Context: an optimization exercise on an open-source flow, tuned for small area, a short achievable clock period and few clock cycles. The choices shown serve that exercise and are no tape-out recipe. The RTL was checked by simulation tests, not by an equivalence proof against the original design. Power is estimated from default activity; no workload was simulated.

**flow/run.sh**
```bash
#!/bin/bash
# synth_recipe.tcl (not shown) runs the flow's synth.tcl, then flattens the netlist and writes it again
# the make line also repeats each setting of config.mk as NAME=value (left out here)
make -C /OpenROAD-flow-scripts/flow DESIGN_CONFIG=/design/flow/config.mk WORK_HOME=/design/flow/orfs CLKGATE_MAP_FILE= SYNTH_SCRIPT=/design/flow/synth_recipe.tcl finish
```
**flow/config.mk**
```make
export PLATFORM = sky130hd
export DESIGN_NAME = fbe
export DESIGN_NICKNAME = fbe
export VERILOG_FILES = /design/flow/design.v
export SDC_FILE = /design/flow/constraint.sdc
export NUM_CORES = 4
export LEC_CHECK = 0
export CAP_MARGIN = 20
export CORE_MARGIN = 2
export CORE_UTILIZATION = 40
export CTS_BUF_LIST = sky130_fd_sc_hd__clkbuf_4 sky130_fd_sc_hd__clkbuf_8
export PLACE_DENSITY = 0.5
export SLEW_MARGIN = 20
```
**flow/constraint.sdc**
```tcl
create_clock -name core_clock -period 16.0 [get_ports {clk}]
set_input_delay 3.2000 -clock core_clock [delete_from_list [all_inputs] [get_ports {clk}]]
set_output_delay 3.2000 -clock core_clock [all_outputs]
set_load 0.01 [all_outputs]
```
**flow/design.v**
```verilog
module fbe (
    input  wire        clk,
    input  wire        rst,           
    input  wire        host_valid,
    output wire        host_ready,
    input  wire        host_write,
    input  wire [1:0]  host_size,     
    input  wire [15:0] host_addr,     
    input  wire [31:0] host_wdata,
    output reg         resp_valid,
    output reg  [31:0] resp_rdata,
    output reg         src_valid,
    output reg  [31:0] src_addr,
    input  wire        src_ready,
    input  wire [7:0]  src_data,
    output reg         sink_valid,
    output reg  [1:0]  sink_kind,     
    output reg  [7:0]  sink_data,
    input  wire        sink_ready
);
    localparam integer W  = 48;
    localparam integer H  = 32;
    localparam integer N  = W * H / 8;
    localparam [1:0] M_WHITE = 2'd0, M_BLACK = 2'd1, M_XOR = 2'd2, M_OR = 2'd3;
    localparam [7:0] OP_NOP = 8'h00, OP_CLEAR = 8'h01, OP_INVERT = 8'h02,
                     OP_SETPIXEL = 8'h03, OP_GETPIXEL = 8'h04, OP_LINE = 8'h05,
                     OP_HRUN = 8'h06, OP_VRUN = 8'h07, OP_RECT = 8'h08,
                     OP_FILLRECT = 8'h09, OP_CIRCLE = 8'h0A, OP_FILLCIRCLE = 8'h0B,
                     OP_BLIT = 8'h0C, OP_PRESENT = 8'h0D, OP_BACKLIGHT = 8'h0E;
    localparam integer S_IDLE  = 0,
                       S_WIN0  = 1,     
                       S_WIN1  = 2,     
                       S_GETP  = 3,
                       S_PRES  = 4,
                       S_FLUSH = 5,
                       S_BLS   = 6,
                       S_RECT2 = 7,
                       S_LSET  = 8,
                       S_LINE  = 9,
                       S_CW1   = 10,
                       S_CW2   = 11,
                       S_BSKIP = 12,
                       S_BRUN  = 13,
                       S_DONE  = 14,    
                       S_BS1   = 15,    
                       S_PST   = 16,    
                       S_BL0   = 17,    
                       S_FILL  = 18,    
                       S_DEC   = 19,    
                       S_GETP2 = 20,
                       NS      = 21;
    function [NS-1:0] go(input integer s);
        begin
            go = {NS{1'b0}};
            go[s] = 1'b1;
        end
    endfunction
    reg [31:0] arg0, arg1, arg2;
    reg [3:0]  flags;                
    reg        bl;
    reg        result;
    reg [W*H-1:0] fb;                
    reg [NS-1:0] st, nst;
    reg          rdy;
    reg          hq_w;           
    reg [1:0]    hq_sz;
    reg [15:0]   hq_ad;
    reg [31:0]   hq_wd;
    reg [7:0]  cmd_op;
    reg [1:0]  cmd_mode;
    reg               dwe, dxr, dyr, dpat, dk0, dk1;
    reg signed [17:0] dX1, dX2, dY1, dY2;
    reg [7:0]         bb;
    reg signed [5:0]  pbp;
    reg               fclr, finv;    
    reg [5:0]  rda_col;
    reg [1:0]  rda_strip;
    reg        plast;
    reg [7:0]  wi;
    reg [1:0]  wn, wk;
    reg [7:0]  gb;                   
    reg signed [15:0] p;
    reg signed [16:0] q;
    reg signed [19:0] e, g;          
    reg signed [17:0] ldx, ldy;
    reg signed [18:0] ldxy;          
    reg               lsx, lsy;
    reg signed [17:0] cdab;          
    reg [5:0]  bx, bxl;              
    reg [2:0]  bkc, bnk;             
    reg signed [5:0] bp;             
    reg        blastm;               
    reg [13:0] bS, bSn;              
    wire signed [17:0] A = {{2{arg0[15]}}, arg0[15:0]};
    wire signed [17:0] B = {{2{arg0[31]}}, arg0[31:16]};
    wire signed [17:0] C = {{2{arg1[15]}}, arg1[15:0]};
    wire signed [17:0] D = {{2{arg1[31]}}, arg1[31:16]};
    wire [15:0] Cu = arg1[15:0];
    wire [15:0] Du = arg1[31:16];
    wire [31:0] E  = arg2;
    reg  ac_lt, bd_lt, bc_lt;        
    wire signed [17:0] xl = ac_lt ? A : C;
    wire signed [17:0] xr = ac_lt ? C : A;
    wire signed [17:0] yt = bd_lt ? B : D;
    wire signed [17:0] yb = bd_lt ? D : B;
    wire signed [17:0] rl = bc_lt ? B : C;
    wire signed [17:0] rh = bc_lt ? C : B;
    reg [H-1:0] rd_col;
    integer kx;
    always @(*) begin
        rd_col = {H{1'b0}};
        for (kx = 0; kx < W; kx = kx + 1)
            if (rda_col == kx) rd_col = rd_col | fb[H*kx +: H];
    end
    wire [7:0] rd_byte = rd_col[8*rda_strip +: 8];
    wire               c_fill = (cmd_op == OP_FILLCIRCLE);
    wire signed [17:0] ca_s   = {{2{p[15]}}, p};
    wire signed [17:0] cb_s   = {q[16], q};
    wire               c_ab   = (cdab == 0);
    wire               c_last = (e >= 0) || (cdab >= 0);
    wire               c_w2   = c_fill ? (c_last && !c_ab) : !c_ab;
    wire signed [18:0] cd_inc = (e < 0) ? {ca_s, 1'b1} + 19'sd2 : {cdab, 1'b1} + 19'sd4;
    wire signed [18:0] cd_next = e + cd_inc;
    wire signed [17:0] cb_next = (e < 0) ? cb_s : cb_s - 1;
    wire signed [17:0] ca_next = ca_s + 1;
    wire signed [17:0] cdab_next = (e < 0) ? cdab + 18'sd1 : cdab + 18'sd2;
    wire               c_end   = (e < 0) ? (cdab >= 0) : (cdab >= -1);
    wire signed [17:0] c_cc = c_fill ? B : A;    
    wire signed [17:0] c_cr = c_fill ? A : B;    
    wire signed [17:0] c_u  = st[S_CW1] ? ca_s : cb_s;
    wire signed [17:0] c_v  = st[S_CW1] ? cb_s : ca_s;
    wire               lstep_x = ~e[19];
    wire               lstep_y = ~g[19];
    wire               l_end   = (p == arg1[15:0]) && (q[15:0] == arg1[31:16]);
    wire [19:0]        l_df    = ({20{lstep_x & ~lstep_y}} & {ldy[17], ldy, 1'b0}) |
                                 ({20{~lstep_x & lstep_y}} & {ldx[17], ldx, 1'b0}) |
                                 ({20{lstep_x & lstep_y}}  & {ldxy, 1'b0});
    wire signed [17:0] l_ddx   = C - A;
    wire signed [17:0] l_ddy   = D - B;
    wire signed [17:0] l_adx   = l_ddx[17] ? -l_ddx : l_ddx;
    wire signed [17:0] l_ady   = l_ddy[17] ? l_ddy : -l_ddy;      
    wire [13:0] b_S     = {1'b0, Du[15:3]} + {13'd0, (Du[2:0] != 3'd0)};
    wire signed [17:0] b_ae = A + $signed({2'b00, Cu}) - 1;    
    wire signed [17:0] b_be = B + $signed({2'b00, Du}) - 1;    
    wire [15:0] b_negA  = -arg0[15:0];
    wire [15:0] b_negB  = -arg0[31:16];
    wire [12:0] b_k0    = B[17] ? b_negB[15:3] : 13'd0;        
    wire signed [17:0] b_t  = 18'sd31 - B;
    wire [13:0] b_t8    = b_t[16:3];                           
    wire signed [5:0] b_p0 = B[17] ? ((arg0[18:16] == 3'd0) ? 6'sd0 : {3'b111, arg0[18:16]})
                                   : B[5:0];
    wire [15:0] b_dm1   = Du - 16'd1;
    wire [13:0] b_sk    = {1'b0, b_dm1[15:3]} - {1'b0, b_k0};       
    wire signed [6:0] b_ns7 = 7'sd31 - {b_p0[5], b_p0};
    wire [2:0]  b_ns    = b_ns7[5:3];                              
    reg  [13:0] bsk;
    wire        b_lastm = (bsk <= {11'd0, b_ns});
    wire [2:0]  b_nk    = b_lastm ? bsk[2:0] : b_ns;
    wire [2:0]  b_hl    = arg1[18:16] - 3'd1;                  
    wire [7:0]  b_lmask = (8'd2 << b_hl) - 8'd1;
    wire        b_clip  = (Cu == 16'd0) || (Du == 16'd0) || b_be[17] || (B > H - 1) ||
                          b_ae[17] || (A > W - 1);
    wire        b_fetch  = src_valid && src_ready;
    wire        b_colend = (bkc == 3'd0);
    wire [31:0] b_base   = st[S_IDLE] ? E : src_addr;
    wire [13:0] b_add    = st[S_IDLE] ? {1'b0, b_k0} : st[S_BSKIP] ? bS : b_colend ? bSn : 14'd1;
    wire [31:0] b_sum    = b_base + {18'd0, b_add};
    wire        acc      = host_valid && st[S_IDLE];
    wire        acc_simple = host_write && !((host_addr == 16'h0000) && (host_size == 2'd2));
    wire        dec      = st[S_DEC];
    wire        hq_simple = hq_w && !((hq_ad == 16'h0000) && (hq_sz == 2'd2));
    wire        is_reg   = (hq_ad < 16'h001C) && (hq_sz == 2'd2) && (hq_ad[1:0] == 2'b00);
    wire        is_win   = (hq_ad >= 16'h1000);
    wire [15:0] win_i    = hq_ad - 16'h1000;
    wire [2:0]  win_s    = (hq_sz == 2'd0) ? 3'd1 : (hq_sz == 2'd1) ? 3'd2 : 3'd4;
    wire        win_al   = (hq_sz == 2'd0) ? 1'b1 :
                           (hq_sz == 2'd1) ? (win_i[0] == 1'b0) : (win_i[1:0] == 2'b00);
    wire        win_ok   = is_win && !hq_w && (hq_sz != 2'd3) && win_al &&
                           ({1'b0, win_i} + win_s <= N);
    wire [31:0] hdr      = hq_wd;
    wire [7:0]  hop      = hdr[7:0];
    wire        hdr_ill  = (hdr[31:10] != 22'd0) || (hop > OP_BACKLIGHT);
    wire        hdr_draw = (hop == OP_SETPIXEL) || (hop == OP_LINE) ||
                           (hop == OP_HRUN) || (hop == OP_VRUN) ||
                           (hop == OP_RECT) || (hop == OP_FILLRECT) ||
                           (hop == OP_CIRCLE) || (hop == OP_FILLCIRCLE);
    wire        hdr_badm = (hdr_draw && hdr[9:8] == M_OR) ||
                           (hop == OP_BLIT && hdr[9:8] != M_OR);
    wire        cmdw     = dec && is_reg && hq_w && (hq_ad[4:2] == 3'd0) &&
                           !hdr_ill && !hdr_badm;
    assign host_ready = rdy;
    wire a_in  = (A >= 0) && (A < W) && (B >= 0) && (B < H);
    wire [1:0] wi_strip = (wi >= 8'd144) ? 2'd3 : (wi >= 8'd96) ? 2'd2 : (wi >= 8'd48) ? 2'd1 : 2'd0;
    wire [7:0] wi_col   = wi - {wi_strip, 5'd0} - {1'b0, wi_strip, 4'd0};
    reg               n_we, n_xr, n_yr, n_pat;
    reg signed [17:0] n_X1, n_X2, n_Y1, n_Y2;
    always @(*) begin
        n_we  = 1'b0;
        n_xr  = 1'b1;
        n_yr  = 1'b1;
        n_pat = 1'b0;
        n_X1 = A; n_X2 = A; n_Y1 = B; n_Y2 = B;
        if (dec) begin
            n_we = cmdw && ((hop == OP_SETPIXEL) || (hop == OP_HRUN) || (hop == OP_VRUN) ||
                            (hop == OP_FILLRECT) || (hop == OP_RECT));
            case (hop[3:0])
                4'h6:    begin n_X1 = rl; n_X2 = rh; n_Y1 = A;  n_Y2 = A;  end
                4'h7:    begin n_X1 = A;  n_X2 = A;  n_Y1 = rl; n_Y2 = rh; end
                4'h8:    begin n_X1 = xl; n_X2 = xr; n_Y1 = yt; n_Y2 = yb; n_yr = 1'b0; end
                4'h9:    begin n_X1 = xl; n_X2 = xr; n_Y1 = yt; n_Y2 = yb; end
                default: begin n_X1 = A;  n_X2 = A;  n_Y1 = B;  n_Y2 = B;  end
            endcase
        end
        if (st[S_RECT2]) begin
            n_we = 1'b1; n_xr = 1'b0;
            n_X1 = xl; n_X2 = xr; n_Y1 = yt + 1; n_Y2 = yb - 1;
        end
        if (st[S_LINE]) begin
            n_we = 1'b1;
            n_X1 = p; n_X2 = p; n_Y1 = q; n_Y2 = q;
        end
        if (st[S_CW1] || st[S_CW2]) begin
            n_we = st[S_CW1] || c_w2;
            n_xr = 1'b0;
            n_yr = c_fill;
            n_X1 = c_cc - c_u; n_X2 = c_cc + c_u;
            n_Y1 = c_cr - c_v; n_Y2 = c_cr + c_v;
        end
        if (st[S_BRUN]) begin
            n_we  = b_fetch;
            n_pat = 1'b1;
            n_X1 = {12'd0, bx}; n_X2 = {12'd0, bx};
        end
    end
    wire signed [17:0] XH      = dxr ? dX2 : dX1;
    wire               x1_big  = ~dX1[17] & ((|dX1[16:6]) | (dX1[5:4] == 2'b11));
    wire               xh_big  = ~XH[17] & ((|XH[16:6]) | (XH[5:4] == 2'b11));
    wire               x2_ok   = ~dX2[17] & ~((|dX2[16:6]) | (dX2[5:4] == 2'b11));
    wire               x_empty = XH[17] | x1_big;
    wire [5:0]         x_lo    = dX1[17] ? 6'd0 : dX1[5:0];
    wire [5:0]         x_hi    = xh_big ? 6'd47 : XH[5:0];
    reg  [W-1:0]       x_ge, x_le, colm;
    integer ix;
    always @(*) begin
        x_ge[0] = (x_lo == 6'd0);
        for (ix = 1; ix < W; ix = ix + 1)
            x_ge[ix] = x_ge[ix-1] | (x_lo == ix);
        x_le[W-1] = (x_hi == W - 1);
        for (ix = W - 2; ix >= 0; ix = ix - 1)
            x_le[ix] = x_le[ix+1] | (x_hi == ix);
        for (ix = 0; ix < W; ix = ix + 1)
            colm[ix] = (~x_empty & x_ge[ix] & x_le[ix]) |
                       (~dxr & x2_ok & (dX2[5:0] == ix));
    end
    wire signed [17:0] YH      = dyr ? dY2 : dY1;
    wire               y1_big  = ~dY1[17] & (|dY1[16:5]);
    wire               yh_big  = ~YH[17] & (|YH[16:5]);
    wire               y2_ok   = ~dY2[17] & ~(|dY2[16:5]);
    wire               y_empty = YH[17] | y1_big;
    wire [4:0]         y_lo    = dY1[17] ? 5'd0 : dY1[4:0];
    wire [4:0]         y_hi    = yh_big ? 5'd31 : YH[4:0];
    reg  [H-1:0]       y_ge, y_le, rowg;
    integer iy;
    always @(*) begin
        y_ge[0] = (y_lo == 5'd0);
        for (iy = 1; iy < H; iy = iy + 1)
            y_ge[iy] = y_ge[iy-1] | (y_lo == iy);
        y_le[H-1] = (y_hi == H - 1);
        for (iy = H - 2; iy >= 0; iy = iy - 1)
            y_le[iy] = y_le[iy+1] | (y_hi == iy);
        for (iy = 0; iy < H; iy = iy + 1)
            rowg[iy] = (~y_empty & y_ge[iy] & y_le[iy]) |
                       (~dyr & y2_ok & (dY2[4:0] == iy));
    end
    wire [2:0]  pb_r  = pbp[2:0];
    wire [14:0] pb_sh = {7'd0, bb} << pb_r;
    wire signed [2:0] pb_q = pbp[5:3];             
    reg  [H-1:0] rowp;
    integer is;
    always @(*) begin
        for (is = 0; is < 4; is = is + 1) begin
            rowp[8*is +: 8] = (pb_q == is)     ? pb_sh[7:0] :
                              (pb_q == is - 1) ? {1'b0, pb_sh[14:8]} : 8'd0;
        end
    end
    wire [H-1:0] rm  = (dpat ? rowp : rowg) | {H{fclr}};
    wire [W-1:0] c0m = ({W{dwe & dk0}} & colm) | {W{fclr}};
    wire [W-1:0] c1m = ({W{dwe & dk1}} & colm) | {W{finv}};
    genvar gx, gy;
    generate
        for (gx = 0; gx < W; gx = gx + 1) begin : g_col
            for (gy = 0; gy < H; gy = gy + 1) begin : g_row
                always @(posedge clk)
                    fb[H*gx + gy] <= fb[H*gx + gy] ? ~(c0m[gx] & rm[gy]) : (c1m[gx] & rm[gy]);
            end
        end
    endgenerate
    always @(posedge clk) begin
        if (rst) begin
            dwe  <= 1'b0;
            fclr <= 1'b1;
            finv <= 1'b0;
        end else begin
            dwe  <= n_we;
            fclr <= st[S_FILL];
            finv <= st[S_FILL] && (cmd_op == OP_INVERT);
        end
        dxr  <= n_xr;
        dyr  <= n_yr;
        dpat <= n_pat;
        dX1  <= n_X1;
        dX2  <= n_X2;
        dY1  <= n_Y1;
        dY2  <= n_Y2;
        if (dec) begin
            dk0 <= (hdr[9:8] != M_BLACK) && (hop != OP_BLIT);
            dk1 <= (hdr[9:8] != M_WHITE) || (hop == OP_BLIT);
        end
        if (st[S_BRUN] && b_fetch) begin
            bb  <= (b_colend && blastm) ? (src_data & b_lmask) : src_data;
            pbp <= bp;
        end
    end
    always @(posedge clk) begin
        if (st[S_BRUN]) begin
            if (src_ready) src_addr <= b_sum;
        end else if (st[S_BSKIP]) begin
            if (p != 16'sd0) src_addr <= b_sum;
        end else if (st[S_IDLE]) begin
            src_addr <= b_sum;
        end
    end
    always @(posedge clk) begin
        if (rst) begin
            st         <= go(S_IDLE);
            rdy        <= 1'b1;
            arg0       <= 32'd0;
            arg1       <= 32'd0;
            arg2       <= 32'd0;
            flags      <= 4'd0;
            bl         <= 1'b0;
            result     <= 1'b0;
            resp_valid <= 1'b0;
            src_valid  <= 1'b0;
            sink_valid <= 1'b0;
            sink_kind  <= 2'd0;
            sink_data  <= 8'd0;
            rda_col    <= 6'd0;
            rda_strip  <= 2'd0;
        end else begin
            nst = st;
            resp_valid <= 1'b0;
            if (st[S_IDLE]) begin
                ac_lt <= (A < C);
                bd_lt <= (B < D);
                bc_lt <= (B < C);
                hq_w  <= host_write;
                hq_sz <= host_size;
                hq_ad <= host_addr;
                hq_wd <= host_wdata;
                ldx  <= l_adx;
                ldy  <= l_ady;
                lsx  <= ~l_ddx[17] & (l_ddx != 0);
                lsy  <= ~l_ddy[17] & (l_ddy != 0);
                cdab <= -C;
                bx   <= A[17] ? 6'd0 : arg0[5:0];
                p    <= 16'sd0;
                q    <= C[16:0];
                e    <= 19'sd1 - C;
                if (acc) begin
                    resp_valid <= acc_simple;
                    nst = go(S_DEC);
                end
            end
            if (dec) begin
                cmd_op <= hop;
                wi     <= win_i[7:0];
                wn     <= hq_sz;
                resp_rdata <= 32'd0;
                resp_valid <= !hq_simple;
                nst = go(S_IDLE);
                if (hq_sz == 2'd3) begin
                    flags[3] <= 1'b1;
                end else if (is_win) begin
                    if (win_ok) begin
                        resp_valid <= 1'b0;
                        nst = go(S_WIN0);
                    end else begin
                        flags[3] <= 1'b1;
                    end
                end else if (!is_reg) begin
                    flags[3] <= 1'b1;
                end else if (!hq_w) begin
                    case (hq_ad[4:2])
                        3'd1: resp_rdata <= arg0;
                        3'd2: resp_rdata <= arg1;
                        3'd3: resp_rdata <= arg2;
                        3'd4: resp_rdata <= {23'd0, bl, 4'd0, flags};
                        3'd5: resp_rdata <= {31'd0, result};
                        3'd6: resp_rdata <= {H[15:0], W[15:0]};
                        default: resp_rdata <= 32'd0;
                    endcase
                end else begin
                    case (hq_ad[4:2])
                        3'd1: arg0 <= hq_wd;
                        3'd2: arg1 <= hq_wd;
                        3'd3: arg2 <= hq_wd;
                        3'd4: flags <= flags & ~hq_wd[3:0];
                        3'd5, 3'd6: flags[3] <= 1'b1;
                        default: begin
                            if (hdr_ill) begin
                                flags[0] <= 1'b1;
                            end else if (hdr_badm) begin
                                flags[1] <= 1'b1;
                            end else begin
                                case (hop)
                                    OP_CLEAR, OP_INVERT: begin
                                        resp_valid <= 1'b0;
                                        nst         = go(S_FILL);
                                    end
                                    OP_SETPIXEL, OP_HRUN, OP_VRUN, OP_FILLRECT: begin
                                        resp_valid <= 1'b0;
                                        nst         = go(S_DONE);
                                    end
                                    OP_RECT: begin
                                        resp_valid <= 1'b0;
                                        nst         = go(S_RECT2);
                                    end
                                    OP_GETPIXEL: begin
                                        resp_valid <= 1'b0;
                                        rda_col    <= arg0[5:0];
                                        rda_strip  <= arg0[20:19];
                                        nst         = go(S_GETP);
                                    end
                                    OP_LINE: begin
                                        resp_valid <= 1'b0;
                                        nst  = go(S_LSET);
                                    end
                                    OP_CIRCLE, OP_FILLCIRCLE: begin
                                        if (!C[17]) begin
                                            resp_valid <= 1'b0;
                                            nst = go(S_CW1);
                                        end
                                    end
                                    OP_BLIT: begin
                                        if (!b_clip) begin
                                            resp_valid <= 1'b0;
                                            nst         = go(S_BS1);
                                        end
                                    end
                                    OP_PRESENT: begin
                                        resp_valid <= 1'b0;
                                        nst         = go(S_PST);
                                    end
                                    OP_BACKLIGHT: begin
                                        resp_valid <= 1'b0;
                                        nst         = go(S_BL0);
                                    end
                                    default: ;   
                                endcase
                            end
                        end
                    endcase
                end
            end
            if (st[S_WIN0]) begin
                rda_col   <= wi_col[5:0];
                rda_strip <= wi_strip;
                wk        <= 2'd0;
                nst        = go(S_WIN1);
            end
            if (st[S_WIN1]) begin
                resp_rdata[8*wk +: 8] <= rd_byte;
                wk      <= wk + 2'd1;
                rda_col <= rda_col + 6'd1;
                if (wk == ((wn == 2'd0) ? 2'd0 : (wn == 2'd1) ? 2'd1 : 2'd3)) begin
                    resp_valid <= 1'b1;
                    rda_col    <= 6'd0;
                    rda_strip  <= 2'd0;
                    nst         = go(S_IDLE);
                end
            end
            if (st[S_GETP]) begin
                gb   <= rd_byte;
                nst   = go(S_GETP2);
            end
            if (st[S_GETP2]) begin
                if (a_in) begin
                    result <= gb[arg0[18:16]];
                end else begin
                    result   <= 1'b0;
                    flags[2] <= 1'b1;
                end
                rda_col    <= 6'd0;
                rda_strip  <= 2'd0;
                resp_valid <= 1'b1;
                nst         = go(S_IDLE);
            end
            if (st[S_FILL]) nst = go(S_DONE);
            if (st[S_PST]) begin
                sink_valid <= 1'b1;
                sink_kind  <= 2'd0;
                sink_data  <= rd_byte;
                rda_col    <= 6'd1;
                plast      <= 1'b0;
                nst         = go(S_PRES);
            end
            if (st[S_BL0]) begin
                bl         <= arg0[0];
                sink_valid <= 1'b1;
                sink_kind  <= 2'd2;
                sink_data  <= {7'd0, arg0[0]};
                nst         = go(S_BLS);
            end
            if (st[S_PRES] && sink_ready) begin
                if (plast) begin
                    sink_kind <= 2'd1;
                    sink_data <= 8'd0;
                    nst        = go(S_FLUSH);
                end else begin
                    sink_data <= rd_byte;
                    plast     <= (rda_col == 6'd47) && (rda_strip == 2'd3);
                    if (rda_col == 6'd47) begin
                        rda_col   <= 6'd0;
                        rda_strip <= rda_strip + 2'd1;
                    end else begin
                        rda_col   <= rda_col + 6'd1;
                    end
                end
            end
            if ((st[S_FLUSH] || st[S_BLS]) && sink_ready) begin
                sink_valid <= 1'b0;
                sink_kind  <= 2'd0;
                sink_data  <= 8'd0;
                resp_valid <= 1'b1;
                nst         = go(S_IDLE);
            end
            if (st[S_RECT2]) nst = go(S_DONE);
            if (st[S_DONE]) begin
                resp_valid <= 1'b1;
                nst         = go(S_IDLE);
            end
            if (st[S_LSET]) begin
                p    <= arg0[15:0];
                q    <= B[16:0];
                e    <= 2 * ldx + ldy;
                g    <= -ldx - 2 * ldy;
                ldxy <= ldx + ldy;
                nst   = go(S_LINE);
            end
            if (st[S_LINE]) begin
                if (l_end) begin
                    nst = go(S_DONE);
                end else begin
                    e <= e + $signed(l_df);
                    g <= g - $signed(l_df);
                    if (lstep_x) p <= lsx ? p + 16'sd1 : p - 16'sd1;
                    if (lstep_y) q <= lsy ? q + 17'sd1 : q - 17'sd1;
                end
            end
            if (st[S_CW1] || st[S_CW2]) begin
                if (st[S_CW1] && c_w2) begin
                    nst = go(S_CW2);
                end else begin
                    p    <= ca_next[15:0];
                    q    <= cb_next[16:0];
                    e    <= cd_next;
                    cdab <= cdab_next;
                    nst = c_end ? go(S_DONE) : go(S_CW1);
                end
            end
            if (st[S_BS1]) begin
                bxl    <= (b_ae > W - 1) ? 6'd47 : b_ae[5:0];
                bsk    <= b_sk;
                bS     <= b_S;
                p      <= A[17] ? b_negA : 16'd0;
                nst     = go(S_BSKIP);
            end
            if (st[S_BSKIP]) begin
                bnk    <= b_nk;
                blastm <= b_lastm;
                bkc    <= b_nk;
                bp     <= b_p0;
                bSn    <= bS - {11'd0, b_nk};
                if (p == 16'sd0) begin
                    src_valid <= 1'b1;
                    nst        = go(S_BRUN);
                end else begin
                    p        <= p - 16'sd1;
                end
            end
            if (st[S_BRUN] && b_fetch) begin
                if (b_colend) begin
                    if (bx == bxl) begin
                        src_valid <= 1'b0;
                        nst        = go(S_DONE);
                    end else begin
                        bx       <= bx + 6'd1;
                        bkc      <= bnk;
                        bp       <= b_p0;
                    end
                end else begin
                    bkc      <= bkc - 3'd1;
                    bp       <= bp + 6'sd8;
                end
            end
            st  <= nst;
            rdy <= nst[S_IDLE] || (nst[S_DEC] && acc && acc_simple);
        end
    end
endmodule
```
==> results of run 1 <==
-- state kept, by name, summed over array words and instances (netlist names), 20 cells and up --
signal      flops
arg1           32
st             21
resp_rdata     32
hq_wd          32
fb           1536
arg2           32
src_addr       32
e              20
arg0           32
-- critical path, cell delays in order (launching register included) --
cell and delay (ns):
dfxtp_1 0.62, inv_1 0.13, ha_1 0.22, buf_4 0.22, and3b_1 0.20, buf_4 0.22
and2_2 0.37, buf_4 0.39, a2111oi_2 1.10, nand3_1 0.17, or4_1 0.68, nor4_1 0.51
o31ai_4 0.34, a22o_1 0.32
-- cell usage after synthesis, types with 26 or more instances --
| master | count |
|---|---|
| o21a_1 | 45 |
| a211oi_1 | 95 |
| nand2_1 | 728 |
| nor2_1 | 604 |
| a221o_1 | 56 |
| o31ai_1 | 64 |
| mux2_2 | 66 |
| a31oi_1 | 1523 |
| o2bb2ai_1 | 36 |
| nor2b_1 | 88 |
| buf_2 | 323 |
| a21oi_1 | 2039 |
| a311oi_1 | 28 |
| or4_1 | 43 |
| edfxtp_1 | 377 |
| buf_1 | 127 |
| o22ai_1 | 74 |
| a21o_1 | 129 |
| ha_1 | 374 |
| a22o_1 | 79 |
| and2_1 | 86 |
| mux2i_1 | 255 |
| nor4_1 | 87 |
| and3_1 | 204 |
| nand2b_1 | 87 |
| a32oi_1 | 26 |
| o221ai_1 | 50 |
| clkbuf_1 | 784 |
| a221oi_1 | 101 |
| o21bai_1 | 26 |
| a22oi_1 | 621 |
| dfxtp_1 | 1759 |
| o21ai_1 | 76 |
| o21ai_0 | 410 |
| xor2_1 | 155 |
| a2111oi_0 | 54 |
| xnor2_1 | 286 |
| inv_1 | 358 |
| nand4_1 | 162 |
| nand3_1 | 276 |
| nor3_1 | 188 |
| or3_1 | 71 |
| o211ai_1 | 39 |
-- cell type report --
cell class                      count  area (µm²)
Antenna cell                       44       110.1
Clock buffer                      587        7341
Clock inverter                    104        1104
Fill cell                       28040      158300
Inverter                          369        1391
Multi-Input combinational cell   9724       63970
Sequential cell                  2136       46560
Tap cell                         3781        4731
Timing Repair Buffer              531        4348
-- stage by stage --
step	utilization	hold WS (ns)	area, µm²	total power [mW]
6_report	0.4500	0.4585	129600	12.47
2_1_floorplan	-	0.3699	115700	6.287
3_3_place_gp	0.4201	0.4385	120900	6.699
4_1_cts	0.4495	0.4547	129400	12.39
3_5_place_dp	0.4202	0.4468	121000	6.709
5_1_grt	0.4497	0.4657	129500	12.71
-- kinds of logic after synthesis --
kind of cell,synth area share
fa+ha+maj,0.04373
compound gates,0.3137
buf+inv,0.05835
simple gates,0.1195
xor+xnor,0.03338
mux,0.02907
flops,0.4022
other cells,0.00003241
-- worst min-delay path by stage --
stage	end	slack, ns	cells after the start
after floorplan	dpat$_DFF_P_	0.37	0
after global placement	fb[861]$_DFF_P_	0.44	1
after detailed placement	flags[2]$_SDFF_PP0_	0.45	2
after CTS	flags[2]$_SDFF_PP0_	0.45	2
after global routing	fb[728]$_DFF_P_	0.47	1
final	fb[725]$_DFF_P_	0.46	1
-- power by group through the flow --
| stage | sequential, mW | combinational (mW) | clock [mW] |
|---|---|---|---|
| 2_1_floorplan | 5.70 | 0.592 | 0 |
| 3_3_place_gp | 5.75 | 0.953 | 0 |
| 3_5_place_dp | 5.75 | 0.963 | 0 |
| 4_1_cts | 5.63 | 0.967 | 5.79 |
| 5_1_grt | 5.64 | 1.04 | 6.03 |
| 6_report | 5.64 | 1.02 | 5.81 |
-- layer usage --
metal  global-route usage  routed length [µm]  vias up
li1                     -                   -    50840
met1               0.6037              268500    59430
met2               0.5654              249400    10590
met3               0.1620              106700     2206
met4               0.2269               42070       38
met5             0.002959                 352        -
==> results.json, run 1 <==
{
  "status": "no timing/DRC/antenna violations",
  "grt_pass1_wl_um": 892400,
  "drtPass1Iterations": 8,
  "num_vias": 123100,
  "finalClockSkew_ns": 0.1468,
  "cts_made_buffers": 385,
  "via_per_inst": 7.126,
  "clock_sinks": 2136,
  "pwr-share-clk": 0.466,
  "ys_ff_latch": 2136,
  "ios": 142,
  "p_sw_mw": 3.454,
  "drive_above_1_share": 0.1084,
  "dp_hpwl_um": 412100,
  "peakVddDrop_v": 0.00007103,
  "layout.cells.non_filler": 17280,
  "cts_tree": "built",
  "cp_max_fo": 22,
  "grt_pass1_vias": 107100,
  "dp_cells": 16540,
  "fin_crit_ns": 5.825,
  "timing.slew.headroom": 0.03630,
  "nets": 13600,
  "grt_max_degree": 96,
  "synth-edff-count": 377,
  "crit_type": "flip-flop to flip-flop",
  "synth_area_mm2": 0.1157,
  "ys.flop_type": "dfxtp_1",
  "fmax_ghz": 0.1717,
  "hp-start": "fb[725]$_DFF_P_",
  "htreeDepth": 5,
  "switching_share": 0.2771,
  "reg2regPathDepth": 13,
  "gr-total-overflow": 0,
  "r2r_slack_ns": 10.17,
  "crit_path_start": "rda_col[0]$_SDFF_PP0_",
  "cp-end-kind": "flip-flop",
  "yosys_warnings": 1,
  "p_per_area_mw_per_mm2": 96.23,
  "drc": 0,
  "rsz0062_at_grt": "no",
  "post_cts_buffers": 0,
  "die_area_mm2": 0.2936,
  "setup_violations": 0,
  "place_ws_ns": 9.761,
  "num_rows": 197,
  "ctsHoldBuffers": 0,
  "core_area_mm2": 0.2879,
  "grtUsageTotal": 0.4318,
  "syn-mean-instance-area_um2": 8.571,
  "start_kind": "flip-flop",
  "start_util": 0.4019,
  "combPwrFrac": 0.081,
  "worst_pin_slew_ns": 1.434,
  "die_h_um": 541.8,
  "hold_viol": 0,
  "antenna_found_initial": 77,
  "io_buffer_count": 141,
  "synth_top_area_share": 0.3043,
  "synth_area_leaders": "dfxtp_1, edfxtp_1, a21oi_1",
  "clock_latency_ns": 1.16,
  "synth_cells": 13500,
  "endpoint": "resp_rdata[16]$_DFFE_PN_",
  "p_int_mw": 9.013,
  "cellLeakagePower_nw": 48.15,
  "clock-root-buffer": "clkbuf_8",
  "gp_congestion": 0.9942,
  "arrival_ns": 6.65,
  "slew_violations": 0,
  "pwr-share-seq": 0.452,
  "mostFrequentLayoutCells": "a21oi_1, dfxtp_1, a31oi_1, nand2_1, a22oi_1",
  "synth_largest_area_cell": "dfxtp_1",
  "first_iter_violations": 24130,
  "required_ns": 16.82,
  "syn_to_final_growth_pct": 11.97,
  "r2r_start": "rda_col[0]$_SDFF_PP0_",
  "final_common_cell": "a21oi_1",
  "cap_violations": 0,
  "period_share": 0.3641,
  "drtAntennaViolNets": 0,
  "ys_types": 121,
  "hold_class": "flip-flop to flip-flop",
  "clockBufferDepth": 4,
  "cts-resized-gates": 0,
  "async_reset_ff_frac": 0,
  "ys_seq_area_frac": 0.4022,
  "cts.clk_slew.worst_paths_ns": 0.06,
  "wl_um": 667000,
  "reg2reg_to": "resp_rdata[16]$_DFFE_PN_",
  "final.setup.worst_slack_ns": 10.17,
  "wl_per_cell_um": 38.61,
  "setup_tns_ns": 0,
  "fp.dieW_um": 541.8
}
Testbench counts, summed over its fixed seeds: cycles 16,897.
==> run 2, diff against run 1 <==
--- a/flow/design.v
+++ b/flow/design.v
@@ -302,8 +302,8 @@
             finv <= 1'b0;
         end else begin
             dwe  <= n_we;
-            fclr <= st[S_FILL];
-            finv <= st[S_FILL] && (cmd_op == OP_INVERT);
+            fclr <= cmdw && (hop == OP_CLEAR || hop == OP_INVERT);
+            finv <= cmdw && (hop == OP_INVERT);
         end
         dxr  <= n_xr;
         dyr  <= n_yr;
@@ -416,7 +416,7 @@
                                 case (hop)
                                     OP_CLEAR, OP_INVERT: begin
                                         resp_valid <= 1'b0;
-                                        nst         = go(S_FILL);
+                                        nst         = go(S_DONE);
                                     end
                                     OP_SETPIXEL, OP_HRUN, OP_VRUN, OP_FILLRECT: begin
                                         resp_valid <= 1'b0;
@@ -434,7 +434,12 @@
                                     end
                                     OP_LINE: begin
                                         resp_valid <= 1'b0;
-                                        nst  = go(S_LSET);
+                                        p    <= arg0[15:0];
+                                        q    <= B[16:0];
+                                        e    <= 2 * ldx + ldy;
+                                        g    <= -ldx - 2 * ldy;
+                                        ldxy <= ldx + ldy;
+                                        nst  = go(S_LINE);
                                     end
                                     OP_CIRCLE, OP_FILLCIRCLE: begin
                                         if (!C[17]) begin
@@ -445,12 +450,21 @@
                                     OP_BLIT: begin
                                         if (!b_clip) begin
                                             resp_valid <= 1'b0;
-                                            nst         = go(S_BS1);
+                                            bxl <= (b_ae > W - 1) ? 6'd47 : b_ae[5:0];
+                                            bsk <= b_sk;
+                                            bS  <= b_S;
+                                            p   <= A[17] ? b_negA : 16'd0;
+                                            nst  = go(S_BSKIP);
                                         end
                                     end
                                     OP_PRESENT: begin
                                         resp_valid <= 1'b0;
-                                        nst         = go(S_PST);
+                                        sink_valid <= 1'b1;
+                                        sink_kind  <= 2'd0;
+                                        sink_data  <= rd_byte;
+                                        rda_col    <= 6'd1;
+                                        plast      <= 1'b0;
+                                        nst         = go(S_PRES);
                                     end
                                     OP_BACKLIGHT: begin
                                         resp_valid <= 1'b0;
==> results.json, run 2 <==
{
  "status": "no timing/DRC/antenna violations",
  "top_layer_used": "met5",
  "ys_types": 116,
  "grt_pass1_vias": 108000,
  "worst_pin_slew_ns": 1.322,
  "place_ws_ns": 9.795,
  "synth_top_area_share": 0.3041,
  "cap_violations": 0,
  "p_per_area_mw_per_mm2": 128.6,
  "setup_violations": 0,
  "clock_sinks": 2136,
  "gp_congestion": 0.9959,
  "timing.slew.headroom": 0.1189,
  "multiInputGateArea_mm2": 0.06439,
  "grtUsageTotal": 0.4345,
  "finalClockSkew_ns": 0.1464,
  "antenna_found_initial": 65,
  "top_register": "fb",
  "wl_per_cell_um": 38.26,
  "slowest_stage": "dfxtp_1",
  "slowest_delay_ns": 0.77,
  "cts-resized-gates": 0,
  "arrival_ns": 6.81,
  "ctsHoldBuffers": 0,
  "ys_seq_area_frac": 0.4018,
  "ios": 142,
  "finish.utilization": 0.4511,
  "endpoint": "p[0]$_DFFE_PN_",
  "fp.dieW_um": 542.1,
  "reg2regPathDepth": 14,
  "worstPathCellList": "inv_1, ha_1, inv_1, fa_1, a211oi_2, o21ai_1, a311o_1, a2111oi_2, o31a_1, o21ai_1, buf_4, a21oi_1, a311oi_1, a222oi_1",
  "die_h_um": 542.1,
  "period_share": 0.3730,
  "clock-root-buffer": "clkbuf_8",
  "rsz0062_at_grt": "no",
  "ys_ff_latch": 2136,
  "start_util": 0.4019,
  "cp-end-kind": "flip-flop",
  "drive_above_1_share": 0.1065,
  "syn-mean-instance-area_um2": 8.405,
  "yosys_warnings": 1,
  "drtAntennaViolNets": 0,
  "setup_tns_ns": 0,
  "via_per_inst": 7.035,
  "route.met3.wl_um": 104000,
  "nFillCells": 28050,
  "final.setup.worst_slack_ns": 10.03,
  "largest_reg_flops": 1536,
  "drtPass1Iterations": 9,
  "hold_viol": 0,
  "synthMostInstantiatedCell": "a21oi_1",
  "mostFrequentLayoutCells": "a21oi_1, dfxtp_1, a31oi_1, nand2_1, a22oi_1",
  "start_kind": "flip-flop",
  "final_common_cell": "a21oi_1",
  "wl_met1_um": 270000,
  "drc": 0,
  "synth_cells": 13780,
  "clockBufferDepth": 4,
  "io_buffer_count": 141,
  "wl_um": 671600,
  "synth_area_mm2": 0.1158,
  "ys.flop_type": "dfxtp_1",
  "grt_pass1_wl_um": 898000,
  "htreeDepth": 5,
  "dp_hpwl_um": 416300,
  "r2r_start": "arg1[2]$_SDFFE_PP0P_",
  "reg2reg_to": "p[0]$_DFFE_PN_",
  "crit_path_start": "arg1[2]$_SDFFE_PP0P_",
  "num_vias": 123500,
  "hold_class": "flip-flop to flip-flop",
  "synth_largest_area_cell": "dfxtp_1",
  "cp_max_fo": 11,
  "fin_crit_ns": 5.969,
  "async_reset_ff_frac": 0,
  "required_ns": 16.84,
  "met2_wirelength_um": 258800,
  "post_cts_buffers": 0,
  "synth-edff-count": 377,
  "num_rows": 197,
  "crit_type": "flip-flop to flip-flop",
  "cts.clk_slew.worst_paths_ns": 0.07,
  "total_power_mw": 16.71,
  "nets": 13890,
  "die_area_mm2": 0.2938,
  "grt_max_degree": 97,
  "synth_area_leaders": "dfxtp_1, edfxtp_1, a21oi_1",
  "syn_to_final_growth_pct": 12.23,
  "cts_made_buffers": 380,
  "first_iter_violations": 22890,
  "cellLeakagePower_nw": 47.73,
  "clock_latency_ns": 1.14,
  "cts_tree": "built",
  "core_area_mm2": 0.2881,
  "synth_common_cells": "a21oi_1, dfxtp_1, a31oi_1, clkbuf_1, nand2_1",
  "gr-total-overflow": 0,
  "slew_violations": 0,
  "fmax_ghz": 0.1675,
  "r2r_slack_ns": 10.03,
  "ff_latch_area_mm2": 0.04655,
  "peakVddDrop_v": 0.00008075
}
## run 2: metal layers
| layer | vias up | track usage |
|---|---|---|
| li1 | 51720 | - |
| met3 | 1985 | 0.1604 |
| met2 | 10200 | 0.5854 |
| met5 | - | 0.002795 |
| met4 | 27 | 0.2166 |
| met1 | 59550 | 0.5997 |
## run 2: kinds of logic (layout without fill, tap and decap cells)
kind of cell / count (synthesis) / in the layout / synth area share
adders and majority gates: 391 / 391 / 0.04348
buffers and inverters: 1703 / 1644 / 0.05817
DFF: 2136 / 2136 / 0.4018
other: 1 / 55 / 0.00003238
and+or+nand+nor: 2983 / 2983 / 0.1270
xor gates and xnor gates: 433 / 433 / 0.03275
muxes: 249 / 249 / 0.02238
AOI/OAI and AO/OA: 5881 / 5881 / 0.3144
## run 2: worst min-delay path by stage
stage                     startpoint  slack, ns  depth (start not counted)               endpoint
5_1_grt             fb[1238]$_DFF_P_       0.47                          1       fb[1238]$_DFF_P_
2_1_floorplan      st[13]$_SDFF_PP0_       0.35                          0           dpat$_DFF_P_
6_report            fb[1238]$_DFF_P_       0.46                          1       fb[1238]$_DFF_P_
4_1_cts             fb[1532]$_DFF_P_       0.46                          1       fb[1532]$_DFF_P_
3_3_place_gp   arg1[15]$_SDFFE_PP0P_       0.44                          2  arg1[15]$_SDFFE_PP0P_
3_5_place_dp        fb[1416]$_DFF_P_       0.45                          1       fb[1416]$_DFF_P_
## run 2: worst max-delay path, delay by kind of cell, from the launching register on
kind                       cells  cell delay (ns)
adders and majority gates      2             1.01
buffers and inverters          3             0.88
DFF                            1             0.77
AOI/OAI and AO/OA              9             3.07
## run 2: cell type report
type                       instances  area share
multi-input combinational       9942      0.4955
sequential                      2136      0.3582
clock buffer                     592     0.05634
tap                             3781     0.03640
timing repair buffer             542     0.03412
inverter                         429     0.01243
clock inverter                    81    0.006113
antenna                           50   0.0009627
## run 2: where the power goes
part	internal (mW)	switching [mW]
registers	6.83	1.03
logic	1.19	2.01
clock network	3.04	2.60
total	11.1	5.65
## run 2: metrics by stage
| stage | instances | hold slack (ns) | cell area, µm² |
|---|---|---|---|
| 4_1_cts | 17500 | 0.4568 | 129700 |
| 3_5_place_dp | 16830 | 0.4490 | 121600 |
| 3_3_place_gp | 16830 | 0.4416 | 121600 |
| 5_1_grt | 17500 | 0.4717 | 129800 |
| 6_report | 17550 | 0.4574 | 130000 |
| 2_1_floorplan | 13780 | 0.3489 | 115800 |
Testbench counts of run 2, summed over its fixed seeds: cycles 16,632.
==> run 3, diff against run 2 <==
--- a/flow/design.v
+++ b/flow/design.v
@@ -73,12 +73,12 @@
     reg [7:0]         bb;
     reg signed [5:0]  pbp;
     reg               fclr, finv;    
-    reg [5:0]  rda_col;
+    reg [W-1:0] rda_col;             
     reg [1:0]  rda_strip;
     reg        plast;
-    reg [7:0]  wi;
-    reg [1:0]  wn, wk;
-    reg [7:0]  gb;                   
+    reg [1:0]  wk;
+    wire [7:0] wi = hq_ad[7:0];
+    wire [1:0] wn = hq_sz;
     reg signed [15:0] p;
     reg signed [16:0] q;
     reg signed [19:0] e, g;          
@@ -110,9 +110,14 @@
     always @(*) begin
         rd_col = {H{1'b0}};
         for (kx = 0; kx < W; kx = kx + 1)
-            if (rda_col == kx) rd_col = rd_col | fb[H*kx +: H];
+            rd_col = rd_col | ({H{rda_col[kx]}} & fb[H*kx +: H]);
     end
     wire [7:0] rd_byte = rd_col[8*rda_strip +: 8];
+    function [W-1:0] onehot(input [5:0] v);
+        begin
+            onehot = {{(W-1){1'b0}}, 1'b1} << v;
+        end
+    endfunction
     wire               c_fill = (cmd_op == OP_FILLCIRCLE);
     wire signed [17:0] ca_s   = {{2{p[15]}}, p};
     wire signed [17:0] cb_s   = {q[16], q};
@@ -158,7 +163,8 @@
     wire [2:0]  b_nk    = b_lastm ? bsk[2:0] : b_ns;
     wire [2:0]  b_hl    = arg1[18:16] - 3'd1;                  
     wire [7:0]  b_lmask = (8'd2 << b_hl) - 8'd1;
-    wire        b_clip  = (Cu == 16'd0) || (Du == 16'd0) || b_be[17] || (B > H - 1) ||
+    reg         b_clip;          
+    wire        b_clip_c = (Cu == 16'd0) || (Du == 16'd0) || b_be[17] || (B > H - 1) ||
                           b_ae[17] || (A > W - 1);
     wire        b_fetch  = src_valid && src_ready;
     wire        b_colend = (bkc == 3'd0);
@@ -334,6 +340,7 @@
         if (rst) begin
             st         <= go(S_IDLE);
             rdy        <= 1'b1;
+            resp_rdata <= 32'd0;
             arg0       <= 32'd0;
             arg1       <= 32'd0;
             arg2       <= 32'd0;
@@ -345,13 +352,15 @@
             sink_valid <= 1'b0;
             sink_kind  <= 2'd0;
             sink_data  <= 8'd0;
-            rda_col    <= 6'd0;
+            rda_col    <= onehot(6'd0);
             rda_strip  <= 2'd0;
         end else begin
             nst = st;
             resp_valid <= 1'b0;
+            resp_rdata <= 32'd0;         
             if (st[S_IDLE]) begin
                 ac_lt <= (A < C);
+                b_clip <= b_clip_c;
                 bd_lt <= (B < D);
                 bc_lt <= (B < C);
                 hq_w  <= host_write;
@@ -374,8 +383,6 @@
             end
             if (dec) begin
                 cmd_op <= hop;
-                wi     <= win_i[7:0];
-                wn     <= hq_sz;
                 resp_rdata <= 32'd0;
                 resp_valid <= !hq_simple;
                 nst = go(S_IDLE);
@@ -428,7 +435,7 @@
                                     end
                                     OP_GETPIXEL: begin
                                         resp_valid <= 1'b0;
-                                        rda_col    <= arg0[5:0];
+                                        rda_col    <= onehot(arg0[5:0]);
                                         rda_strip  <= arg0[20:19];
                                         nst         = go(S_GETP);
                                     end
@@ -462,7 +469,7 @@
                                         sink_valid <= 1'b1;
                                         sink_kind  <= 2'd0;
                                         sink_data  <= rd_byte;
-                                        rda_col    <= 6'd1;
+                                        rda_col    <= onehot(6'd1);
                                         plast      <= 1'b0;
                                         nst         = go(S_PRES);
                                     end
@@ -478,34 +485,36 @@
                 end
             end
             if (st[S_WIN0]) begin
-                rda_col   <= wi_col[5:0];
+                rda_col   <= onehot(wi_col[5:0]);
                 rda_strip <= wi_strip;
                 wk        <= 2'd0;
                 nst        = go(S_WIN1);
             end
             if (st[S_WIN1]) begin
-                resp_rdata[8*wk +: 8] <= rd_byte;
+                hq_wd[8*wk +: 8] <= rd_byte;
                 wk      <= wk + 2'd1;
-                rda_col <= rda_col + 6'd1;
+                rda_col <= {rda_col[W-2:0], rda_col[W-1]};
                 if (wk == ((wn == 2'd0) ? 2'd0 : (wn == 2'd1) ? 2'd1 : 2'd3)) begin
                     resp_valid <= 1'b1;
-                    rda_col    <= 6'd0;
+                    resp_rdata <= (wn == 2'd0) ? {24'd0, rd_byte} :
+                                  (wn == 2'd1) ? {16'd0, rd_byte, hq_wd[7:0]} : {rd_byte, hq_wd[23:0]};
+                    rda_col    <= onehot(6'd0);
                     rda_strip  <= 2'd0;
                     nst         = go(S_IDLE);
                 end
             end
             if (st[S_GETP]) begin
-                gb   <= rd_byte;
+                hq_wd[31:24] <= rd_byte;
                 nst   = go(S_GETP2);
             end
             if (st[S_GETP2]) begin
                 if (a_in) begin
-                    result <= gb[arg0[18:16]];
+                    result <= hq_wd[24 + arg0[18:16]];
                 end else begin
                     result   <= 1'b0;
                     flags[2] <= 1'b1;
                 end
-                rda_col    <= 6'd0;
+                rda_col    <= onehot(6'd0);
                 rda_strip  <= 2'd0;
                 resp_valid <= 1'b1;
                 nst         = go(S_IDLE);
@@ -515,7 +524,7 @@
                 sink_valid <= 1'b1;
                 sink_kind  <= 2'd0;
                 sink_data  <= rd_byte;
-                rda_col    <= 6'd1;
+                rda_col    <= onehot(6'd1);
                 plast      <= 1'b0;
                 nst         = go(S_PRES);
             end
@@ -533,12 +542,12 @@
                     nst        = go(S_FLUSH);
                 end else begin
                     sink_data <= rd_byte;
-                    plast     <= (rda_col == 6'd47) && (rda_strip == 2'd3);
-                    if (rda_col == 6'd47) begin
-                        rda_col   <= 6'd0;
+                    plast     <= rda_col[W-1] && (rda_strip == 2'd3);
+                    if (rda_col[W-1]) begin
+                        rda_col   <= onehot(6'd0);
                         rda_strip <= rda_strip + 2'd1;
                     end else begin
-                        rda_col   <= rda_col + 6'd1;
+                        rda_col   <= {rda_col[W-2:0], rda_col[W-1]};
                     end
                 end
             end
==> flow/config.mk (replaced) <==
export PLATFORM = sky130hd
export DESIGN_NAME = fbe
export DESIGN_NICKNAME = fbe
export VERILOG_FILES = /design/flow/design.v
export SDC_FILE = /design/flow/constraint.sdc
export NUM_CORES = 4
export LEC_CHECK = 0
export CAP_MARGIN = 20
export CELL_PAD_IN_SITES_DETAIL_PLACEMENT = 1
export CELL_PAD_IN_SITES_GLOBAL_PLACEMENT = 2
export CORE_MARGIN = 2
export CORE_UTILIZATION = 20
export PLACE_DENSITY = 0.3
export SLEW_MARGIN = 20
==> results.json, run 3 <==
{
  "status": "no timing/DRC/antenna violations",
  "num_vias": 120900,
  "first_iter_violations": 11420,
  "slowest_delay_ns": 0.79,
  "ys_types": 104,
  "ctsHoldBuffers": 0,
  "grt_pass1_wl_um": 1212000,
  "timing.slew.headroom": 0.1666,
  "syn-mean-instance-area_um2": 8.433,
  "synth_area_leaders": "dfxtp_1, a21oi_1, a31oi_1",
  "cp_max_fo": 11,
  "cts_made_buffers": 310,
  "nFillCells": 66920,
  "r2r_start": "p[1]$_DFFE_PN_",
  "via_per_inst": 5.611,
  "final_common_cell": "a21oi_1",
  "htreeDepth": 5,
  "drtPass1Iterations": 6,
  "cts_tree": "built",
  "grtUsageTotal": 0.3035,
  "die_h_um": 767.1,
  "clockBufferDepth": 4,
  "synth_area_mm2": 0.1165,
  "antenna_found_initial": 127,
  "period_share": 0.3548,
  "synthMostInstantiatedCell": "a21oi_1",
  "slowest_stage": "a2111oi_0",
  "worstPathCellList": "ha_1, nand3_1, nor2_1, xnor2_1, a21oi_1, ha_1, o211ai_1, a21boi_0, nand2_1, a2111oi_0, nor3_1, o41ai_1, xnor2_1, a221o_1",
  "reg2reg_to": "e[18]$_DFFE_PN_",
  "min_to": "fb[75]$_DFF_P_",
  "fin_crit_ns": 5.677,
  "cellLeakagePower_nw": 48.75,
  "setup_tns_ns": 0,
  "ys_ff_latch": 2161,
  "gr-total-overflow": 0,
  "fp.dieW_um": 767.1,
  "synth_cells": 13810,
  "slew_violations": 0,
  "ys.flop_type": "dfxtp_1",
  "required_ns": 16.72,
  "hp-start": "fb[75]$_DFF_P_",
  "num_rows": 280,
  "gp_congestion": 0.8427,
  "p_per_area_mw_per_mm2": 127.0,
  "cts.clk_slew.worst_paths_ns": 0.06,
  "dp_hpwl_um": 619000,
  "core_area_mm2": 0.5809,
  "dp_cells": 20950,
  "hold_viol": 0,
  "fmax_ghz": 0.1762,
  "finalClockSkew_ns": 0.07842,
  "layout.cells.non_filler": 21540,
  "die_area_mm2": 0.5885,
  "io_buffer_count": 141,
  "clock_latency_ns": 1.01,
  "rsz0062_at_grt": "no",
  "arrival_ns": 6.40,
  "yosys_warnings": 1,
  "whs_path_depth": 1,
  "hold_class": "flip-flop to flip-flop",
  "reg.largest.list": "fb (1536), rda_col (48)",
  "ys_seq_area_frac": 0.3996,
  "wl_um": 931100,
  "cp-end-kind": "flip-flop",
  "finish.utilization": 0.2387,
  "synth_top_area_share": 0.3151,
  "clock_sinks": 2161,
  "ios": 142,
  "syn_to_final_growth_pct": 19.04,
  "peakVddDrop_v": 0.00007422,
  "mostFrequentLayoutCells": "a21oi_1, dfxtp_1, a31oi_1, nand2_1, nor2_1",
  "largest_reg_flops": 1536,
  "start_util": 0.2005,
  "nets": 13970,
  "grt_pass1_vias": 119400,
  "drive_above_1_share": 0.1026,
  "wl_per_cell_um": 43.22,
  "top_register": "fb",
  "cap_violations": 0,
  "cts-resized-gates": 0,
  "drtAntennaViolNets": 0,
  "synth-edff-count": 328,
  "synth_largest_area_cell": "dfxtp_1",
  "post_cts_buffers": 0,
  "clock-root-buffer": "clkbuf_16",
  "reg2regPathDepth": 14,
  "start_kind": "flip-flop",
  "r2r_slack_ns": 10.32,
  "async_reset_ff_frac": 0,
  "worst_pin_slew_ns": 1.239,
  "crit_type": "flip-flop to flip-flop",
  "drc": 0,
  "synth_common_cells": "a21oi_1, dfxtp_1, a31oi_1, clkbuf_1, nand2_1",
  "grt_max_degree": 97,
  "setup_violations": 0
}
[run 3: changes by cell type after synthesis, moves of 51 or more]
| cell | change |
|---|---|
| buf_1 | +71 |
| nor2_1 | +54 |
| a22oi_1 | -407 |
| a221oi_1 | +260 |
| o21ai_1 | +58 |
| clkbuf_1 | +150 |
| and3_1 | -86 |
| nand3_1 | -229 |
| inv_1 | -51 |
| a22o_1 | +239 |
| buf_2 | -145 |
| dfxtp_1 | +74 |
[run 3: cells by family (layout without fill, tap and decap cells)]
logic type / after synthesis / after routing / synth area share
simple gates: 2705 / 2705 / 0.1116
other cells: 1 / 39 / 0.00003220
flops: 2161 / 2161 / 0.3996
fa+ha+maj: 395 / 395 / 0.04366
compound gates: 6081 / 6081 / 0.3281
mux: 304 / 304 / 0.02709
xor+xnor: 442 / 442 / 0.03324
buf+inv: 1723 / 1659 / 0.05668
[run 3: per-layer routing]
layer / global-route usage / part of all wire
met5: 0 / 0.000089
met4: 0.1286 / 0.050
met3: 0.03029 / 0.043
met2: 0.5226 / 0.48
met1: 0.3853 / 0.43
[run 3: worst max path at each step]
stage	startpoint	end
final	p[1]$_DFFE_PN_	e[18]$_DFFE_PN_
after global routing	p[1]$_DFFE_PN_	e[18]$_DFFE_PN_
after CTS	p[1]$_DFFE_PN_	e[18]$_DFFE_PN_
after detailed placement	src_ready	st[0]$_SDFF_PP1_
after global placement	sink_ready	rda_col[15]$_SDFF_PP0_
after floorplan	rst	rdy$_SDFF_PP1_
[run 3: where the power goes]
part | switching (mW) | internal (mW) | total (mW)
Combinational | 2.04 | 1.07 | 3.11
Sequential | 0.901 | 6.61 | 7.51
Clock | 3.03 | 3.95 | 6.98
Total | 5.98 | 11.6 | 17.6
[run 3: stage by stage]
step | total power [mW] | cell area (µm²) | hold WS (ns) | worst slack (ns)
after floorplan | 9.255 | 116500 | 0.3290 | 8.565
after global placement | 10.55 | 128700 | 0.4465 | 9.285
after detailed placement | 10.69 | 128700 | 0.4528 | 9.404
after CTS | 17.75 | 138500 | 0.4641 | 10.34
after global routing | 18.41 | 138600 | 0.4822 | 9.807
final | 17.60 | 138600 | 0.4643 | 10.32
[run 3: area by class of cell]
| class | instances | area [µm²] | area share |
|---|---|---|---|
| Inverter | 381 | 1435 | 0.01035 |
| Tap cell | 7755 | 9703 | 0.06998 |
| Antenna cell | 34 | 85.08 | 0.0006137 |
| Timing Repair Buffer | 725 | 5842 | 0.04213 |
| Sequential cell | 2161 | 46750 | 0.3372 |
| Multi-Input combinational cell | 9932 | 65050 | 0.4692 |
| Clock inverter | 98 | 887.1 | 0.006398 |
| Clock buffer | 455 | 8899 | 0.06418 |
[run 3: critical path: cells and delay by family, from the launching register on]
family	cells	cell delay [ns]
XOR/XNOR	2	0.39
flip-flops	1	0.75
AND/OR/NAND/NOR	4	1.08
adder cells (fa/ha/maj)	2	0.71
AO/OA/AOI/OAI	6	2.47
Testbench counts of run 3, summed over its fixed seeds: cycles 16,632.
==> run 4, diff against run 3 <==
--- a/flow/design.v
+++ b/flow/design.v
@@ -66,6 +66,8 @@
     reg [1:0]    hq_sz;
     reg [15:0]   hq_ad;
     reg [31:0]   hq_wd;
+    reg          hq_cmd;         
+    reg          hq_ok;          
     reg [7:0]  cmd_op;
     reg [1:0]  cmd_mode;
     reg               dwe, dxr, dyr, dpat, dk0, dk1;
@@ -192,8 +194,15 @@
                            (hop == OP_CIRCLE) || (hop == OP_FILLCIRCLE);
     wire        hdr_badm = (hdr_draw && hdr[9:8] == M_OR) ||
                            (hop == OP_BLIT && hdr[9:8] != M_OR);
-    wire        cmdw     = dec && is_reg && hq_w && (hq_ad[4:2] == 3'd0) &&
-                           !hdr_ill && !hdr_badm;
+    wire        cmdw     = dec && hq_cmd && hq_ok;
+    wire [7:0]  h_op     = host_wdata[7:0];
+    wire        h_ill    = (host_wdata[31:10] != 22'd0) || (h_op > OP_BACKLIGHT);
+    wire        h_draw   = (h_op == OP_SETPIXEL) || (h_op == OP_LINE) ||
+                           (h_op == OP_HRUN) || (h_op == OP_VRUN) ||
+                           (h_op == OP_RECT) || (h_op == OP_FILLRECT) ||
+                           (h_op == OP_CIRCLE) || (h_op == OP_FILLCIRCLE);
+    wire        h_badm   = (h_draw && host_wdata[9:8] == M_OR) ||
+                           (h_op == OP_BLIT && host_wdata[9:8] != M_OR);
     assign host_ready = rdy;
     wire a_in  = (A >= 0) && (A < W) && (B >= 0) && (B < H);
     wire [1:0] wi_strip = (wi >= 8'd144) ? 2'd3 : (wi >= 8'd96) ? 2'd2 : (wi >= 8'd48) ? 2'd1 : 2'd0;
@@ -364,6 +373,8 @@
                 bd_lt <= (B < D);
                 bc_lt <= (B < C);
                 hq_w  <= host_write;
+                hq_cmd <= host_write && (host_addr == 16'h0000) && (host_size == 2'd2);
+                hq_ok  <= !h_ill && !h_badm;
                 hq_sz <= host_size;
                 hq_ad <= host_addr;
                 hq_wd <= host_wdata;
@@ -415,10 +426,9 @@
                         3'd4: flags <= flags & ~hq_wd[3:0];
                         3'd5, 3'd6: flags[3] <= 1'b1;
                         default: begin
-                            if (hdr_ill) begin
-                                flags[0] <= 1'b1;
-                            end else if (hdr_badm) begin
-                                flags[1] <= 1'b1;
+                            if (!hq_ok) begin
+                                if (hdr_ill) flags[0] <= 1'b1;
+                                else         flags[1] <= 1'b1;
                             end else begin
                                 case (hop)
                                     OP_CLEAR, OP_INVERT: begin
==> results.json, run 4 <==
{
  "status": "no timing/DRC/antenna violations",
  "core_area_mm2": 0.5767,
  "ys.flop_type": "dfxtp_1",
  "die_h_um": 764.5,
  "nets": 13940,
  "post_cts_buffers": 0,
  "total_power_mw": 18.54,
  "die_area_mm2": 0.5844,
  "cap_violations": 0,
  "slowest_stage": "or4_1",
  "synth_cells": 13760,
  "critPathMostFrequentCell": "nor2_1",
  "whs_path_depth": 2,
  "cts.clk_slew.worst_paths_ns": 0.06,
  "fp.dieW_um": 764.5,
  "syn-mean-instance-area_um2": 8.404,
  "fin_crit_ns": 6.118,
  "worstPathCellList": "clkdlybuf4s50_1, nand2_1, nor2_1, or4_1, nor3_4, and2_1, a22oi_1, o21ai_0, a21oi_1, nor2_1",
  "synth_common_cells": "a21oi_1, dfxtp_1, a31oi_1, clkbuf_1, nand2_1",
  "setup_violations": 0,
  "first_iter_violations": 11580,
  "fmax_ghz": 0.1635,
  "cts-resized-gates": 0,
  "reg.largest.list": "fb (1536), rda_col (48)",
  "cellLeakagePower_nw": 48.68,
  "synthMostInstantiatedCell": "a21oi_1",
  "cts_made_buffers": 316,
  "htreeDepth": 5,
  "synth_top_area_share": 0.3173,
  "ys_ff_latch": 2163,
  "rsz0062_at_grt": "no",
  "r2r_slack_ns": 10.37,
  "clock_sinks": 2163,
  "drtAntennaViolNets": 0,
  "start_kind": "primary input",
  "async_reset_ff_frac": 0,
  "drtPass1Iterations": 6,
  "wl_um": 919100,
  "peakVddDrop_v": 0.00007576,
  "period_share": 0.3824,
  "reg2regPathDepth": 16,
  "slew_violations": 0,
  "cp-end-kind": "flip-flop",
  "place_ws_ns": 8.922,
  "grt_pass1_wl_um": 1196000,
  "largest_reg_flops": 1536,
  "dp_hpwl_um": 616100,
  "drive_above_1_share": 0.1055,
  "final.setup.worst_slack_ns": 9.882,
  "via_per_inst": 5.574,
  "io_buffer_count": 141,
  "num_rows": 279,
  "clock-root-buffer": "clkbuf_16",
  "cp_max_fo": 16,
  "ys_types": 100,
  "clock_latency_ns": 1.01,
  "setup_tns_ns": 0,
  "syn_to_final_growth_pct": 20.04,
  "mostFrequentLayoutCells": "a21oi_1, dfxtp_1, a31oi_1, nand2_1, nor2_1",
  "ios": 142,
  "top_register": "fb",
  "gr-total-overflow": 0,
  "hold_class": "flip-flop to flip-flop",
  "synth_area_leaders": "dfxtp_1, a21oi_1, edfxtp_1",
  "p_per_area_mw_per_mm2": 133.6,
  "grtUsageTotal": 0.3029,
  "clockBufferDepth": 4,
  "grt_max_degree": 97,
  "synth-edff-count": 330,
  "yosys_warnings": 1,
  "synth_largest_area_cell": "dfxtp_1",
  "ys_seq_area_frac": 0.4029,
  "timing.slew.headroom": 0.1581,
  "arrival_ns": 6.99,
  "crit_type": "primary input to flip-flop",
  "cts_tree": "built",
  "finalClockSkew_ns": 0.07254,
  "ctsHoldBuffers": 0,
  "required_ns": 16.87,
  "grt_pass1_vias": 118200,
  "final_common_cell": "a21oi_1",
  "drc": 0,
  "num_vias": 119800,
  "worst_pin_slew_ns": 1.260,
  "hold_viol": 0,
  "wl_per_cell_um": 42.77,
  "synth_area_mm2": 0.1157,
  "gp_congestion": 0.8490,
  "antenna_found_initial": 97,
  "start_util": 0.2006,
  "slowest_delay_ns": 0.86
}
-- run 4: cell count changes after synthesis, moves of 42 or more --
cell,before,now
a211oi_1,118,62
o22ai_1,141,99
buf_2,67,23
a21oi_1,2140,2238
o21ai_0,463,550
a22oi_1,185,251
nand2_1,868,961
-- run 4: logic make-up after synthesis --
logic type / after synthesis / synth area share
multiplexers: 299 / 0.02685
AND/OR/NAND/NOR: 2658 / 0.1081
adder cells (fa/ha/maj): 394 / 0.04385
AO/OA/AOI/OAI: 6112 / 0.3295
buffers and inverters: 1700 / 0.05575
XOR/XNOR: 435 / 0.03294
other: 1 / 0.00003242
flip-flops: 2163 / 0.4029
-- run 4: final cells by class --
class | instances | area, µm²
Inverter | 370 | 1394
Fill cell | 66370 | 437800
Clock buffer | 488 | 9575
Sequential cell | 2163 | 46810
Antenna cell | 36 | 90.09
Timing Repair Buffer | 724 | 6052
Clock inverter | 80 | 894.6
Multi-Input combinational cell | 9903 | 64360
Tap cell | 7727 | 9668
-- run 4: worst max-delay path: cells and delay by family --
family / cells / cell delay (ns)
AND/OR/NAND/NOR: 6 / 2.82
AO/OA/AOI/OAI: 3 / 0.39
buffers and inverters: 1 / 0.57
-- run 4: stage by stage --
stage | util | std cells | hold WS [ns] | cell area, µm²
5_1_grt | 0.2406 | 21460 | 0.4772 | 138800
3_5_place_dp | 0.2223 | 20880 | 0.4556 | 128200
4_1_cts | 0.2405 | 21450 | 0.4660 | 138700
2_1_floorplan | - | 13770 | 0.3616 | 115700
3_3_place_gp | 0.2218 | 20870 | 0.4404 | 127900
6_report | 0.2408 | 21490 | 0.4631 | 138800
-- run 4: power breakdown --
group	internal (mW)	total [mW]	switching, mW	leakage (nW)
Sequential	6.84	7.93	1.09	18.2
Clock	4.23	7.31	3.09	5.15
Combinational	1.18	3.30	2.11	25.4
Total	12.3	18.5	6.29	48.7
-- run 4: path summary, 6_finish.rpt --
check | startpoint | endpoint
setup / recovery | sink_ready | rda_col[26]$_SDFF_PP0_
hold / removal | arg1[9]$_SDFFE_PP0P_ | arg1[9]$_SDFFE_PP0P_
hold reg to reg | arg1[9]$_SDFFE_PP0P_ | arg1[9]$_SDFFE_PP0P_
setup reg to reg | arg0[16]$_SDFFE_PP0P_ | src_addr[29]$_DFFE_PP_
-- run 4: routing by layer --
metal | GRT usage | up-vias | wire length [µm]
met5 | 0 | - | 75
met4 | 0.1204 | 12 | 41480
met2 | 0.5312 | 3859 | 452200
met1 | 0.3783 | 63000 | 388300
li1 | - | 51820 | -
met3 | 0.03288 | 1112 | 37090
Testbench counts of run 4, summed over its fixed seeds: cycles 16,632.

==> port drivers added, routing unchanged <==
Ports are ideal in the flow. The routed layouts listed here were re-timed in OpenROAD. Step 1, drivers: a clkbuf_16 drives clk and a buf_2 each remaining input, both assumed. Step 2 adds t to the input delays and takes it off the output delays; t is the mean of the earliest and latest rising clock arrival at the registers after step 1. Input paths then give back, and output paths get back, about the clock's delay inside the block. Slacks: ideal / step 1 / step 2; pairs: ideal / step 1.
| run | t, ns | setup WS [ns] | worst register clock-pin slew, ns | worst data-port slew with drivers (ns) | pins driven straight from the clock port |
|---|---|---|---|---|---|
| run 1 | 1.186 | 10.175 / 10.175 / 9.551 | 0.07 / 0.07 | 0.08 | 1 |
| run 2 | 1.165 | 10.031 / 10.031 / 9.684 | 0.07 / 0.07 | 0.09 | 1 |
| run 3 | 1.101 | 10.323 / 10.323 / 9.435 | 0.07 / 0.07 | 0.15 | 1 |
| run 4 | 1.113 | 9.882 / 9.989 / 8.876 | 0.07 / 0.07 | 0.13 | 1 |
After both steps every run listed still meets setup and hold. The setup slack of run 4, which loses most, moves by +0.107 ns with the drivers and by -1.006 ns with both steps.
